This is an optimization exercise on Yosys and OpenROAD, whose aim is small area, a short achievable clock period and few clock cycles, not a production implementation. Only simulation tests tie the RTL to the original design; equivalence was not proved.

==> config.mk <==
export PLATFORM = sky130hd
export DESIGN_NAME = pwm_calc
export DESIGN_NICKNAME = pwm_calc
export VERILOG_FILES = /design/flow/design.v
export SDC_FILE = /design/flow/constraint.sdc
export NUM_CORES = 4
export LEC_CHECK = 0
export CAP_MARGIN = 20
export CORE_MARGIN = 2
export CORE_UTILIZATION = 40
export SLEW_MARGIN = 20
==> constraint.sdc <==
create_clock -name core_clock -period 8.0 [get_ports {clk}]
set_input_delay 1.6000 -clock core_clock [delete_from_list [all_inputs] [get_ports {clk}]]
set_output_delay 1.6000 -clock core_clock [all_outputs]
set_load 0.01 [all_outputs]
==> design.v <==
module pwm_calc #(
    parameter [31:0] OSC_HZ     = 32'd10000000,
    parameter [15:0] PRESCALE   = 16'd16,
    parameter integer RES       = 8,
    parameter [15:0] FREQ_SCALE = 16'd100
) (
    input  wire        clk,
    input  wire        rst,
    input  wire        req_valid,
    input  wire        req_write,
    input  wire [7:0]  req_off,
    input  wire [31:0] req_data,
    output reg         resp_valid,
    output reg  [1:0]  resp_code,
    output reg  [31:0] resp_data
);
    localparam [63:0] N      = OSC_HZ * FREQ_SCALE;    
    localparam integer DW    = RES + 3;                
    localparam [63:0] PNUM_MAX = 3 * N;
    localparam [63:0] DNUM_MAX = 200 * (64'd1 << RES) + 25;
    localparam integer DIV_W   = $clog2((PNUM_MAX > DNUM_MAX ? PNUM_MAX : DNUM_MAX) + 1);
    localparam integer CNT_W   = $clog2(DIV_W + 1);
    localparam [1:0] RESP_OKAY   = 2'd0;
    localparam [1:0] RESP_CMDERR = 2'd1;
    localparam [1:0] RESP_BUSERR = 2'd2;
    localparam [1:0] ERR_NONE     = 2'd0;
    localparam [1:0] ERR_RANGE    = 2'd1;
    localparam [1:0] ERR_NOINIT   = 2'd2;
    localparam [1:0] ERR_BADPCT   = 2'd3;
    localparam [1:0] S_IDLE = 2'd0;
    localparam [1:0] S_DIV  = 2'd1;
    localparam [1:0] S_RESP = 2'd2;
    reg [RES-1:0] period;
    reg [DW-1:0]  duty;
    reg [1:0]     err;
    reg           init;
    reg           duty_cur;
    reg [1:0]       state;
    reg             op_pct;      
    reg [CNT_W-1:0] cnt;
    reg [DIV_W-1:0] quo;         
    reg [DIV_W:0]   rem;
    reg [DIV_W-1:0] dvs;
    wire [66:0] d_val    = 67'd4 * PRESCALE * req_data;           
    wire        in_range = (req_data != 32'd0) &&
                           (d_val <= N) &&
                           (N <= (d_val << RES));
    wire [66:0] pnum     = 67'd2 * N + d_val;                     
    wire [66:0] pdvs     = 67'd2 * d_val;                         
    wire [RES:0]    period_p1 = {1'b0, period} + 1'b1;
    wire [DIV_W-1:0] dnum     = 2 * req_data[6:0] * period_p1 + 25;
    wire aligned   = (req_off[1:0] == 2'b00);
    wire mapped    = aligned && (req_off <= 8'h28);
    wire is_cmd    = (req_off == 8'h00) || (req_off == 8'h04);
    reg [31:0] rd_data;
    always @(*) begin
        case (req_off)
            8'h08:   rd_data = {{(32-RES){1'b0}}, period};
            8'h0C:   rd_data = {{(32-DW){1'b0}}, duty};
            8'h10:   rd_data = {{(32-DW+2){1'b0}}, duty[DW-1:2]};
            8'h14:   rd_data = {30'd0, duty[1:0]};
            8'h18:   rd_data = {28'd0, duty_cur, init, err};
            8'h1C:   rd_data = OSC_HZ;
            8'h20:   rd_data = {16'd0, PRESCALE};
            8'h24:   rd_data = RES;
            8'h28:   rd_data = {16'd0, FREQ_SCALE};
            default: rd_data = 32'd0;
        endcase
    end
    wire [DIV_W:0]   rem_sh   = {rem[DIV_W-1:0], quo[DIV_W-1]};
    wire             fits     = (rem_sh >= {1'b0, dvs});
    wire [DIV_W:0]   rem_nxt  = fits ? (rem_sh - {1'b0, dvs}) : rem_sh;
    wire [DIV_W-1:0] quo_nxt  = {quo[DIV_W-2:0], fits};
    always @(posedge clk) begin
        if (rst) begin
            state      <= S_IDLE;
            period     <= {RES{1'b0}};
            duty       <= {DW{1'b0}};
            err        <= ERR_NONE;
            init       <= 1'b0;
            duty_cur   <= 1'b0;
            resp_valid <= 1'b0;
            resp_code  <= RESP_OKAY;
            resp_data  <= 32'd0;
            op_pct     <= 1'b0;
            cnt        <= {CNT_W{1'b0}};
        end else begin
            case (state)
                S_IDLE: begin
                    if (req_valid) begin
                        resp_data <= 32'd0;
                        if (!mapped || (req_write && !is_cmd)) begin
                            resp_code  <= RESP_BUSERR;
                            resp_valid <= 1'b1;
                            state      <= S_RESP;
                        end else if (!req_write) begin
                            resp_code  <= RESP_OKAY;
                            resp_data  <= rd_data;
                            resp_valid <= 1'b1;
                            state      <= S_RESP;
                        end else if (req_off == 8'h00) begin
                            if (!in_range) begin
                                err        <= ERR_RANGE;
                                resp_code  <= RESP_CMDERR;
                                resp_valid <= 1'b1;
                                state      <= S_RESP;
                            end else begin
                                op_pct <= 1'b0;
                                quo    <= pnum[DIV_W-1:0];
                                dvs    <= pdvs[DIV_W-1:0];
                                rem    <= {(DIV_W+1){1'b0}};
                                cnt    <= {CNT_W{1'b0}};
                                state  <= S_DIV;
                            end
                        end else begin
                            if (!init) begin
                                err        <= ERR_NOINIT;
                                resp_code  <= RESP_CMDERR;
                                resp_valid <= 1'b1;
                                state      <= S_RESP;
                            end else if (req_data > 32'd100) begin
                                err        <= ERR_BADPCT;
                                resp_code  <= RESP_CMDERR;
                                resp_valid <= 1'b1;
                                state      <= S_RESP;
                            end else begin
                                op_pct <= 1'b1;
                                quo    <= dnum;
                                dvs    <= 50;
                                rem    <= {(DIV_W+1){1'b0}};
                                cnt    <= {CNT_W{1'b0}};
                                state  <= S_DIV;
                            end
                        end
                    end
                end
                S_DIV: begin
                    quo <= quo_nxt;
                    rem <= rem_nxt;
                    cnt <= cnt + 1'b1;
                    if (cnt == DIV_W - 1) begin
                        if (op_pct) begin
                            duty     <= quo_nxt[DW-1:0];
                            duty_cur <= 1'b1;
                        end else begin
                            period   <= quo_nxt[RES-1:0] - 1'b1;
                            init     <= 1'b1;
                            duty_cur <= 1'b0;
                        end
                        err        <= ERR_NONE;
                        resp_code  <= RESP_OKAY;
                        resp_data  <= 32'd0;
                        resp_valid <= 1'b1;
                        state      <= S_RESP;
                    end
                end
                S_RESP: begin
                    resp_valid <= 1'b0;
                    state      <= S_IDLE;
                end
                default: state <= S_IDLE;
            endcase
        end
    end
endmodule
==> run.sh <==
#!/bin/bash
# synth_recipe.tcl (not shown) runs the flow's synth.tcl, then flattens the netlist and writes it again
# the make line also repeats each setting of config.mk as NAME=value (left out here)
make -C /OpenROAD-flow-scripts/flow DESIGN_CONFIG=/design/flow/config.mk WORK_HOME=/design/flow/orfs CLKGATE_MAP_FILE= SYNTH_SCRIPT=/design/flow/synth_recipe.tcl finish
==> flow_metrics.tcl <==
set metrics [dict create \
    status "finished clean" \
    power.share.sequential 0.460 \
    netlist_top_cells_area "edfxtp_1 (25%), dfxtp_1 (8.7%), ha_1 (8.1%)" \
    area_delta_synth_final_pct 13.0 \
    p_switching_mw 0.408 \
    cts.sinks 137 \
    synthArstFlopShare 0 \
    start_util 0.405 \
    num-fill-cells 2600 \
    r2r-end "quo[16]" \
    cts_hold_buf 0 \
    syn_area_um2 10800 \
    p_leak_nw 4.94 \
    dp_cells 1592 \
    rsz0062_at_grt "no" \
    p_clk_frac 0.474 \
    power_mw 1.63 \
    hold_depth 2 \
    cts_tree "done" \
    port_buffers 62 \
    ys.flop_type "edfxtp_1" \
    finalMaxSlewViolations 0 \
    drive_above_1_share 0.0546 \
    grt_overflow_total 0 \
    grtUsageMet3 0.0277 \
    syn_avg_cell_area_um2 8.72 \
    tns_ns 0 \
    irDropWorstVdd_v 0.000130 \
    pwr_density_cell_nw_per_um2 133 \
    fin_ws_ns 1.18 \
    fmax_ghz 0.147 \
    routed_wl_um 27000 \
    yosysMostFrequentCell "nand2_1" \
    synthTopCellsByCount "nand2_1 (129), nor2_1 (114), a21oi_1 (110)" \
    reg2reg_from "period[0]" \
    clock_path_buffers 2 \
    hold_viol 0 \
    crit_fanout 14 \
    relSlewSlack 0.312 \
    critPathKind "in2reg" \
    postCtsSetupBuffers 0 \
    dieArea_um2 28400 \
    yosysSeqAreaShare 0.337 \
    worstHoldStart "duty[1]" \
    grt_use_total 0.197 \
    skew_ns 0.0110 \
    fp.dieW_um 168 \
    start_kind "input pin" \
    setup_violations 0 \
    cap_violations 0 \
    p_comb_frac 0.066 \
    rows 60 \
    core_um2 26700 \
    hold_end "duty[1]" \
    holdCritPathClass "reg2reg" \
    required_ns 8.16 \
    dpl_worst_slack_ns 0.760 \
    yosysTopAreaCell "edfxtp_1" \
    nNetsFinal 1418 \
    ant_nets 0 \
    grtUsageMet1 0.264 \
    diodes 0 \
    cts-root-buf "clkbuf_16" \
    clkTransAtPathRegs_ns 0.06 \
    synthCells 1241 \
    cp-end-kind "flop" \
    rrSetupSlack_ns 1.43 \
    die_y_um 168 \
    finalCritPeriodShare 0.853 \
    tightest_slew_ns 1.03 \
    rr_worst_depth 21 \
    synth-edff-count 90 \
    antenna_found_initial 0 \
    cts_resized 0 \
    drc 0 \
    synthDistinctLibCells 77 \
    yosysWarningCount 1 \
    gr-max-usage-layer "met2" \
    htreeDepth 4 \
    pin_count 79 \
    ys_ff_latch 137 \
    clock_latency_ns 0.43 \
    drt-initial-drc-count 534 \
    fin_cells 1624 \
    grtUsageMet2 0.326 \
    critPathArrivalTime_ns 6.98 \
    vias_per_cell 5.45 \
    cts_made_buffers 17 \
    hpwl_um 20000 \
    p_sw_frac 0.251 \
    grt_first_pass_wirelength_um 44900 \
    grt_pass1_vias 8529 \
    vias 8852 \
    globalplace.congestion 0.852 \
    yosysTopAreaCellShare 0.250 \
    wl_per_cell_um 16.6 \
    fin_crit_ns 6.82 \
    drtPass1Iterations 5 \
    internal_power_mw 1.22 \
    grt_max_degree 65 \
]
[logic make-up (layout without fill, tap and decap cells)]
family / after synthesis / after routing / synth area share
AO/OA/AOI/OAI: 291 / 291 / 0.173
XOR/XNOR: 80 / 80 / 0.0648
adder cells (fa/ha/maj): 104 / 104 / 0.144
buffers and inverters: 164 / 191 / 0.0643
flip-flops: 137 / 137 / 0.337
multiplexers: 7 / 7 / 0.00648
other: 1 / 16 / 0.000347
AND/OR/NAND/NOR: 457 / 457 / 0.210
[layer usage]
metal	share of wire	vias to the layer above	wire, um
met5	0	-	0
met1	0.47	4255	12800
li1	-	4394	-
met4	0.021	0	571
met3	0.033	31	878
met2	0.47	172	12700
[worst max-delay path: stages]
cell	delay (ns)
clkdlybuf4s50_1	0.67
nor2b_1	0.28
fa_1	0.55
inv_1	0.05
fa_1	0.47
inv_1	0.05
fa_1	0.53
inv_1	0.05
fa_1	0.52
inv_1	0.05
ha_1	0.41
a211o_1	0.33
a21oi_1	0.17
a22oi_1	0.12
a21oi_1	0.19
xnor2_1	0.24
nand4_1	0.18
nor4_1	0.28
xnor2_1	0.16
a21oi_1	0.08
[how the worst max path moves through the flow]
stage	slack (ns)	endpoint	cells past startpoint	from
after floorplan	1.36	quo[16]	21	req_data[6]
after global placement	0.83	quo[16]	20	req_data[3]
after detailed placement	0.76	quo[16]	20	req_data[3]
after CTS	1.20	quo[16]	20	req_data[3]
after global routing	0.82	quo[16]	20	req_data[2]
final	1.18	quo[16]	20	req_data[3]
[placed cells by master, fill, tap and decap left out, types with 13 or more instances in the layout]
| master | count |
|---|---|
| xor2_1 | 44 |
| ha_1 | 70 |
| inv_1 | 83 |
| and3_1 | 13 |
| edfxtp_1 | 90 |
| a211oi_1 | 21 |
| xnor2_1 | 36 |
| fa_1 | 34 |
| nand2b_1 | 17 |
| nor3_1 | 25 |
| and2_1 | 51 |
| conb_1 | 16 |
| clkbuf_16 | 18 |
| a21oi_1 | 110 |
| clkdlybuf4s50_1 | 61 |
| o21ai_0 | 43 |
| nand3_1 | 30 |
| nor2b_1 | 19 |
| nand2_1 | 129 |
| dfxtp_1 | 47 |
| nor2_1 | 111 |
[sequential cells by signal (all words and copies together), names as in the netlist]
signal      count
cnt             6
op_pct          1
err             2
period          8
quo            32
init            1
rem            32
resp_code       2
resp_valid      1
duty           11
state           2
dvs            26
resp_data      12
duty_cur        1
[power groups by stage]
stage          Clock [mW]  Combinational [mW]  Sequential, mW
2_1_floorplan           0              0.0665           0.763
3_3_place_gp            0               0.105           0.764
3_5_place_dp            0               0.105           0.764
4_1_cts             0.783               0.106           0.748
5_1_grt             0.813               0.118           0.748
6_report            0.771               0.107           0.748
[cell type report]
type                            count  area [um^2]  share of cell area
Clock inverter                     14          125              0.0102
Multi-Input combinational cell    955         6560               0.536
Clock buffer                       18          450              0.0368
Tap cell                          341          427              0.0349
Sequential cell                   137         3640               0.298
Timing Repair Buffer               74          706              0.0577
Inverter                           85          319              0.0261
[per-stage QoR]
| stage | area [um^2] | hold slack, ns | util |
|---|---|---|---|
| after detailed placement | 11700 | 0.454 | 0.436 |
| after global placement | 11700 | 0.454 | 0.436 |
| after floorplan | 10900 | 0.436 | - |
| after CTS | 12200 | 0.463 | 0.457 |
| final | 12200 | 0.460 | 0.457 |
| after global routing | 12200 | 0.484 | 0.457 |
Testbench counts, summed over its fixed seeds: cycles 88,192.

re-timing with driven ports:
Ports are ideal in the flow. The routed layout listed here was re-timed in OpenROAD.
Step 1: set_driving_cell puts a clkbuf_16 on clk and a buf_2 on each other input, an assumption about the parent block.
Step 2, shift: input delay + t, output delay - t, t = (earliest + latest rising clock arrival at the registers) / 2. This alone moves slack from input paths to output paths.
Three values: no drivers, after step 1, after step 2; two values: the first two.
t, ns: 0.472
setup slack, ns: 1.180 / 1.183 / 0.712
hold slack, ns: 0.460 / 0.460 / 0.460
worst setup path after step 2: input to register
pins driven straight from the clock port: 1
After both steps this run still meets setup and hold. For this run, drivers alone change the setup slack by +0.003 ns; drivers and shift together by -0.468 ns.
